Background: an optimization exercise with open tools, aiming at small area. Do not read the settings as production practice. The RTL was checked by simulation tests, not by an equivalence proof against the original design. Power and IR drop assume default switching activity. No driver is modelled on the clock port, so clocking that relies on it looks cheaper here than on a real chip.

==> 09-05 <==
// ppogatt_te
module ppogatt_te (
    input  wire         clk,
    input  wire         rst,             
    input  wire         init,            
    input  wire         tick,            
    input  wire         tx_ready_in,     
    input  wire         rx_valid,        
    input  wire [5:0]   rx_len,
    input  wire [255:0] rx_data,
    input  wire         sub_valid,       
    input  wire [5:0]   sub_len,
    input  wire [247:0] sub_data,
    output wire         sub_ready,
    output reg          sub_reject,      
    output wire         tx_valid,        
    output wire [5:0]   tx_len,
    output wire [255:0] tx_frame,
    input  wire         tx_busy,         
    output wire         deliver_valid,   
    output wire [4:0]   deliver_len,
    output wire [247:0] deliver_data,
    output wire         log_valid,       
    output wire [2:0]   log_code,
    output wire         conn_lost,       
    output wire [1:0]   link_state       
);
export LEC_CHECK = 0
export CAP_MARGIN = 20
export CORE_MARGIN = 2
export CORE_UTILIZATION = 65
export PLACE_DENSITY = 0.8
export SLEW_MARGIN = 20
create_clock -name core_clock -period 10.0 [get_ports {clk}]
standard.sh (not shown) runs the stock make flow with config.mk's settings and CLKGATE_MAP_FILE= SYNTH_SCRIPT=/design/flow/synth_recipe.tcl, a recipe that flattens the netlist after the stock synthesis.
==> flow/flow/run.sh <==
#!/bin/bash
# Standard layout, with two changes to how it is made:
#  - the port buffers that buffer_ports inserts are buf_1 cells
#  - clock tree synthesis uses larger sink clusters and inserts no dummy loads
set -uo pipefail
export BUFFER_PORTS_ARGS="-buffer_cell sky130_fd_sc_hd__buf_1"
export CTS_ARGS="-sink_clustering_enable -repair_clock_nets -dont_use_dummy_load -sink_clustering_size 28 -sink_clustering_max_diameter 100"
bash standard.sh > standard.log 2>&1
rc=$?
tail -20 standard.log
exit $rc
==> inputs of 03-01, as changes to 09-05 <==
--- a/flow/design.v
+++ b/flow/design.v
@@ -116,16 +116,17 @@
     reg [4:0] send_seq;
     always @* begin
         send      = 1'b0;
         send_kind = K_DATA;
         send_seq  = 5'd0;
-        if (hold_valid) begin
-            send      = tx_go;
-            send_kind = hold_kind;
-            send_seq  = hold_seq;
-        end else if (tx_go) begin
+        if (tx_go) begin
             case (tx_action)
+                A_HOLD: begin
+                    send      = 1'b1;
+                    send_kind = hold_kind;
+                    send_seq  = hold_seq;
+                end
                 A_RSTACK: begin
                     send      = 1'b1;
                     send_kind = K_RESET_ACK;
                 end
                 A_RSTREQ: begin
@@ -206,10 +207,11 @@
     reg [2:0] txq_cnt_n;
     reg       ofq_valid_n;
     reg [2:0] ofq_retx_n, ofq_age_n;
     reg [4:0] next_tx_seq_n;
     reg       hold_valid_n;
+    reg       hold_load;
     reg [1:0] wait_age_n;
     reg       ready_seen_n;
     reg       rx_push, tx_push;
     task clear_seq_state;
         begin
@@ -241,10 +243,11 @@
         ofq_valid_n       = ofq_valid;
         ofq_retx_n        = ofq_retx;
         ofq_age_n         = ofq_age;
         next_tx_seq_n     = next_tx_seq;
         hold_valid_n      = hold_valid;
+        hold_load         = 1'b0;
         wait_age_n        = wait_age;
         ready_seen_n      = ready_seen;
         rx_push           = 1'b0;
         tx_push           = 1'b0;
         rxq_wbase         = rxq_wr;
@@ -334,10 +337,11 @@
                         ofq_age_n = 3'd0;
                     if (send_kind == K_RESET_REQ && link_n == L_AWAIT)
                         reset_age_n = 4'd0;
                 end else begin
                     hold_valid_n = 1'b1;
+                    hold_load    = 1'b1;
                 end
             end
         end
         if (init) begin
             clear_seq_state;
@@ -424,26 +428,18 @@
             else if (tx_go)
                 last_was_tx <= 1'b1;
             sub_reject      <= sub_valid && sub_len > 6'd31;
         end
     end
-    reg [3:0] rx_load, rx_keep;
-    reg [4:0] tx_load, tx_keep;
-    always @* begin
-        for (k = 0; k < 4; k = k + 1) begin
-            rx_load[k] = !rst && rx_push && rxq_wbase == k;
-            rx_keep[k] = !init && !(rxq_wr == k && rxq_cnt != 3'd4);
-        end
-        for (k = 0; k < 5; k = k + 1) begin
-            tx_load[k] = !rst && tx_push && txq_wbase[k];
-            tx_keep[k] = !init && !(txq_wr[k] && sub_ready);
-        end
-    end
     always @(posedge clk) begin
         for (k = 0; k < 4; k = k + 1)
-            rxq[k] <= (rx_entry & {RW{rx_load[k]}}) | (rxq[k] & {RW{rx_keep[k]}});
+            if (!rst && rx_push && rxq_wbase == k)
+                rxq[k] <= rx_entry;
         for (k = 0; k < 5; k = k + 1)
-            txq[k] <= (tx_entry & {TW{tx_load[k]}}) | (txq[k] & {TW{tx_keep[k]}});
-        hold_kind <= send_kind;
-        hold_seq  <= send_seq;
+            if (!rst && tx_push && txq_wbase[k])
+                txq[k] <= tx_entry;
+        if (hold_load) begin
+            hold_kind <= send_kind;
+            hold_seq  <= send_seq;
+        end
     end
 endmodule
==> flow/run.sh (new file) <==
#!/bin/bash
# synth_recipe.tcl (not shown) runs the flow's synth.tcl, then flattens the netlist and writes it again
# the make line also repeats each setting of config.mk as NAME=value (left out here)
make -C /OpenROAD-flow-scripts/flow DESIGN_CONFIG=/design/flow/config.mk WORK_HOME=/design/flow/orfs CLKGATE_MAP_FILE= SYNTH_SCRIPT=/design/flow/synth_recipe.tcl finish
--- a/flow/config.mk
+++ b/flow/config.mk
@@ -5,8 +5,10 @@
 export SDC_FILE = /design/flow/constraint.sdc
 export NUM_CORES = 4
 export LEC_CHECK = 0
 export CAP_MARGIN = 20
 export CORE_MARGIN = 2
-export CORE_UTILIZATION = 65
-export PLACE_DENSITY = 0.8
+export CORE_UTILIZATION = 40
+export CTS_BUF_LIST = sky130_fd_sc_hd__clkbuf_4 sky130_fd_sc_hd__clkbuf_8
+export CTS_CLUSTER_SIZE = 20
+export PLACE_DENSITY = 0.6
 export SLEW_MARGIN = 20
removed: flow/flow/run.sh
removed: flow/standard.sh
==> inputs of 06-08, as changes to 09-05 <==
--- a/flow/design.v
+++ b/flow/design.v
@@ -424,26 +424,16 @@
             else if (tx_go)
                 last_was_tx <= 1'b1;
             sub_reject      <= sub_valid && sub_len > 6'd31;
         end
     end
-    reg [3:0] rx_load, rx_keep;
-    reg [4:0] tx_load, tx_keep;
-    always @* begin
-        for (k = 0; k < 4; k = k + 1) begin
-            rx_load[k] = !rst && rx_push && rxq_wbase == k;
-            rx_keep[k] = !init && !(rxq_wr == k && rxq_cnt != 3'd4);
-        end
-        for (k = 0; k < 5; k = k + 1) begin
-            tx_load[k] = !rst && tx_push && txq_wbase[k];
-            tx_keep[k] = !init && !(txq_wr[k] && sub_ready);
-        end
-    end
     always @(posedge clk) begin
         for (k = 0; k < 4; k = k + 1)
-            rxq[k] <= (rx_entry & {RW{rx_load[k]}}) | (rxq[k] & {RW{rx_keep[k]}});
+            if (!rst && rx_push && rxq_wbase == k)
+                rxq[k] <= rx_entry;
         for (k = 0; k < 5; k = k + 1)
-            txq[k] <= (tx_entry & {TW{tx_load[k]}}) | (txq[k] & {TW{tx_keep[k]}});
+            if (!rst && tx_push && txq_wbase[k])
+                txq[k] <= tx_entry;
         hold_kind <= send_kind;
         hold_seq  <= send_seq;
     end
 endmodule
==> flow/flow/run.sh (replaced) <==
#!/bin/bash
# Standard layout, with two changes to how it is made:
#  - the port buffers that buffer_ports inserts are buf_1 cells
#  - clock tree synthesis uses larger sink clusters and inserts no dummy loads
set -uo pipefail
export BUFFER_PORTS_ARGS="-buffer_cell sky130_fd_sc_hd__buf_1"
export CTS_ARGS="-sink_clustering_enable -repair_clock_nets -dont_use_dummy_load -sink_clustering_size 26 -sink_clustering_max_diameter 100"
bash standard.sh > standard.log 2>&1
rc=$?
tail -20 standard.log
exit $rc
--- a/flow/config.mk
+++ b/flow/config.mk
@@ -5,8 +5,8 @@
 export SDC_FILE = /design/flow/constraint.sdc
 export NUM_CORES = 4
 export LEC_CHECK = 0
 export CAP_MARGIN = 20
 export CORE_MARGIN = 2
-export CORE_UTILIZATION = 65
-export PLACE_DENSITY = 0.8
+export CORE_UTILIZATION = 55
+export PLACE_DENSITY = 0.7
 export SLEW_MARGIN = 20
==> inputs of 08-16, as changes to 09-05 <==
==> flow/flow/run.sh (replaced) <==
#!/bin/bash
# Standard layout, with two changes to how it is made:
#  - the port buffers that buffer_ports inserts are buf_1 cells
#  - clock tree synthesis uses larger sink clusters and inserts no dummy loads
set -uo pipefail
export BUFFER_PORTS_ARGS="-buffer_cell sky130_fd_sc_hd__buf_1"
export CTS_ARGS="-sink_clustering_enable -repair_clock_nets -dont_use_dummy_load -sink_clustering_size 26 -sink_clustering_max_diameter 100"
bash standard.sh > standard.log 2>&1
rc=$?
tail -20 standard.log
exit $rc
--- a/flow/config.mk
+++ b/flow/config.mk
@@ -5,8 +5,8 @@
 export SDC_FILE = /design/flow/constraint.sdc
 export NUM_CORES = 4
 export LEC_CHECK = 0
 export CAP_MARGIN = 20
 export CORE_MARGIN = 2
-export CORE_UTILIZATION = 65
-export PLACE_DENSITY = 0.8
+export CORE_UTILIZATION = 55
+export PLACE_DENSITY = 0.7
 export SLEW_MARGIN = 20
==> qor summary <==
Outcome: 09-05 no timing/DRC/antenna violations; 08-16 no timing/DRC/antenna violations; 03-01 no timing/DRC/antenna violations; 06-08 no timing/DRC/antenna violations
R2R Path End: 09-05 reset_age[0]; 08-16 reset_age[0]; 03-01 txq[2][207]; 06-08 txq[4][190]
Via count: 09-05 71,300; 08-16 69,900; 03-01 49,900; 06-08 49,000
Met1 usage: 09-05 50.6%; 08-16 46.4%; 03-01 27.7%; 06-08 35.7%
Count of cells along the worst register-to-register path: 09-05 16; 08-16 15; 03-01 9; 06-08 10
Pin count of the biggest net entering global routing: 09-05 196; 08-16 187; 03-01 157; 06-08 168
Leakage power: 09-05 35.1 nW; 08-16 35.3 nW; 03-01 34.4 nW; 06-08 28.9 nW
Multi-input gate share of total cell area: 09-05 37.2%; 08-16 37.0%; 03-01 12.7%; 06-08 14.4%
Worst path depth: 09-05 8; 08-16 12; 03-01 12; 06-08 7
Internal Power: 09-05 0.0119 W; 08-16 0.0120 W; 03-01 0.0163 W; 06-08 0.0135 W
Dominant cell type by area after synthesis: 09-05 sky130_fd_sc_hd__dfxtp_1; 08-16 sky130_fd_sc_hd__dfxtp_1; 03-01 sky130_fd_sc_hd__edfxtp_1; 06-08 sky130_fd_sc_hd__edfxtp_1
Post-synth cell types: 09-05 77; 08-16 77; 03-01 80; 06-08 82
Die Area: 09-05 132,000 um2; 08-16 156,000 um2; 03-01 216,000 um2; 06-08 157,000 um2
Tmin final: 09-05 7150 ps; 08-16 7100 ps; 03-01 7380 ps; 06-08 7180 ps
Via count of the first global-routing pass: 09-05 65,700; 08-16 65,100; 03-01 49,100; 06-08 46,200
Switching part of the total: 09-05 26.9%; 08-16 27.0%; 03-01 23.4%; 06-08 24.4%
Worst path bufs/invs: 09-05 2; 08-16 4; 03-01 3; 06-08 3
Detailed-router iteration count before antenna repair: 09-05 11; 08-16 10; 03-01 9; 06-08 10
Non-filler cells in the finished layout: 09-05 9,776; 08-16 10,100; 03-01 9,051; 06-08 7,710
Area of the core: 09-05 128,000 um2; 08-16 152,000 um2; 03-01 211,000 um2; 06-08 154,000 um2
Dpl cells: 09-05 9,562; 08-16 9,874; 03-01 8,319; 06-08 7,535
Power attributed to the clock group: 09-05 0.00452 W; 08-16 0.00469 W; 03-01 0.00802 W; 06-08 0.00453 W
Clk cell area share: 09-05 2.59%; 08-16 2.77%; 03-01 6.93%; 06-08 2.69%

==> inputs of v18 <==
RTL: one of the versions met above, not the one the previous note started from.
clock: 10.0 ns
lec_check: 0
cap_margin: 20
core_margin: 2
core_utilization: 40
place_density: 0.6
slew_margin: 20
run.sh (not shown) runs the stock make flow with config.mk's settings and CLKGATE_MAP_FILE= SYNTH_SCRIPT=/design/flow/synth_recipe.tcl, a recipe that flattens the netlist after the stock synthesis.
Stock flow here: none of the scripts above is used.
==> v29: changes against v18 <==
--- a/flow/design.v
+++ b/flow/design.v
@@ -116,17 +116,16 @@
     reg [4:0] send_seq;
     always @* begin
         send      = 1'b0;
         send_kind = K_DATA;
         send_seq  = 5'd0;
-        if (tx_go) begin
+        if (hold_valid) begin
+            send      = tx_go;
+            send_kind = hold_kind;
+            send_seq  = hold_seq;
+        end else if (tx_go) begin
             case (tx_action)
-                A_HOLD: begin
-                    send      = 1'b1;
-                    send_kind = hold_kind;
-                    send_seq  = hold_seq;
-                end
                 A_RSTACK: begin
                     send      = 1'b1;
                     send_kind = K_RESET_ACK;
                 end
                 A_RSTREQ: begin
@@ -207,11 +206,10 @@
     reg [2:0] txq_cnt_n;
     reg       ofq_valid_n;
     reg [2:0] ofq_retx_n, ofq_age_n;
     reg [4:0] next_tx_seq_n;
     reg       hold_valid_n;
-    reg       hold_load;
     reg [1:0] wait_age_n;
     reg       ready_seen_n;
     reg       rx_push, tx_push;
     task clear_seq_state;
         begin
@@ -243,11 +241,10 @@
         ofq_valid_n       = ofq_valid;
         ofq_retx_n        = ofq_retx;
         ofq_age_n         = ofq_age;
         next_tx_seq_n     = next_tx_seq;
         hold_valid_n      = hold_valid;
-        hold_load         = 1'b0;
         wait_age_n        = wait_age;
         ready_seen_n      = ready_seen;
         rx_push           = 1'b0;
         tx_push           = 1'b0;
         rxq_wbase         = rxq_wr;
@@ -337,11 +334,10 @@
                         ofq_age_n = 3'd0;
                     if (send_kind == K_RESET_REQ && link_n == L_AWAIT)
                         reset_age_n = 4'd0;
                 end else begin
                     hold_valid_n = 1'b1;
-                    hold_load    = 1'b1;
                 end
             end
         end
         if (init) begin
             clear_seq_state;
@@ -435,11 +431,9 @@
             if (!rst && rx_push && rxq_wbase == k)
                 rxq[k] <= rx_entry;
         for (k = 0; k < 5; k = k + 1)
             if (!rst && tx_push && txq_wbase[k])
                 txq[k] <= tx_entry;
-        if (hold_load) begin
-            hold_kind <= send_kind;
-            hold_seq  <= send_seq;
-        end
+        hold_kind <= send_kind;
+        hold_seq  <= send_seq;
     end
 endmodule
==> flow/flow/run.sh (new file) <==
#!/bin/bash
# Standard layout, with two changes to how it is made:
#  - the port buffers that buffer_ports inserts are buf_1 cells
#  - clock tree synthesis uses larger sink clusters and inserts no dummy loads
set -uo pipefail
export BUFFER_PORTS_ARGS="-buffer_cell sky130_fd_sc_hd__buf_1"
export CTS_ARGS="-sink_clustering_enable -repair_clock_nets -dont_use_dummy_load -sink_clustering_size 32 -sink_clustering_max_diameter 100"
bash standard.sh > standard.log 2>&1
rc=$?
tail -20 standard.log
exit $rc
==> flow/standard.sh (new file) <==
#!/bin/bash
# synth_recipe.tcl (not shown) runs the flow's synth.tcl, then flattens the netlist and writes it again
# the make line also repeats each setting of config.mk as NAME=value (left out here)
make -C /OpenROAD-flow-scripts/flow DESIGN_CONFIG=/design/flow/config.mk WORK_HOME=/design/flow/orfs CLKGATE_MAP_FILE= SYNTH_SCRIPT=/design/flow/synth_recipe.tcl "${@:-finish}"
==> flow/config.mk (replaced) <==
export PLATFORM = sky130hd
export DESIGN_NAME = ppogatt_te
export DESIGN_NICKNAME = ppogatt_te
export VERILOG_FILES = /design/flow/design.v
export SDC_FILE = /design/flow/constraint.sdc
export NUM_CORES = 4
export LEC_CHECK = 0
export CAP_MARGIN = 10
export CORE_MARGIN = 2
export CORE_UTILIZATION = 55
export PLACE_DENSITY = 0.7
export SLEW_MARGIN = 10
removed: flow/run.sh
==> summary of the runs <==
Against v29, the die area of v18 is higher by about 37%.
Against v29, the setup slack of v18 is lower by 0.15 ns.
In sequential power, v18 and v29 hardly differ.
Against v18, the total power of v29 is smaller by about 20%.

==> separate check: timing with driven ports <==
The flow's constraints put no driver on any port. The routed layouts listed below were extracted and timed again, unchanged, in two steps. Step 1 assumes that a clkbuf_16 drives the clock port and a buf_2 every other input. Step 2 adds t to the input delays and takes it off the output delays; t is the mean of the earliest and latest rising clock arrival at the registers after step 1. Input paths then give back, and output paths get back, about the clock's delay inside the block. Slacks: no drivers / after step 1 / after step 2; pairs: no drivers / after step 1.
| run | t (ns) | setup slack, ns | latest minus earliest clock arrival (ns) | worst register clock-pin slew, ns | worst slew at a driven data input, ns |
|---|---|---|---|---|---|
| 09-05 | 0.801 | 2.855 / 2.775 / 3.576 | 0.057 / 0.057 | 0.11 / 0.11 | 0.23 |
| 03-01 | 1.125 | 2.622 / 2.534 / 3.659 | 0.159 / 0.160 | 0.06 / 0.06 | 0.27 |
| 06-08 | 0.788 | 2.823 / 2.737 / 3.525 | 0.132 / 0.131 | 0.11 / 0.11 | 0.26 |
| 08-16 | 0.811 | 2.898 / 2.804 / 3.615 | 0.069 / 0.070 | 0.11 / 0.11 | 0.22 |
| v18 | 0.940 | 2.747 / 2.655 / 3.595 | 0.093 / 0.094 | 0.07 / 0.07 | 0.29 |
| v29 | 0.799 | 2.900 / 2.815 / 3.614 | 0.134 / 0.133 | 0.12 / 0.12 | 0.28 |
After both steps setup and hold are still met in every run listed.
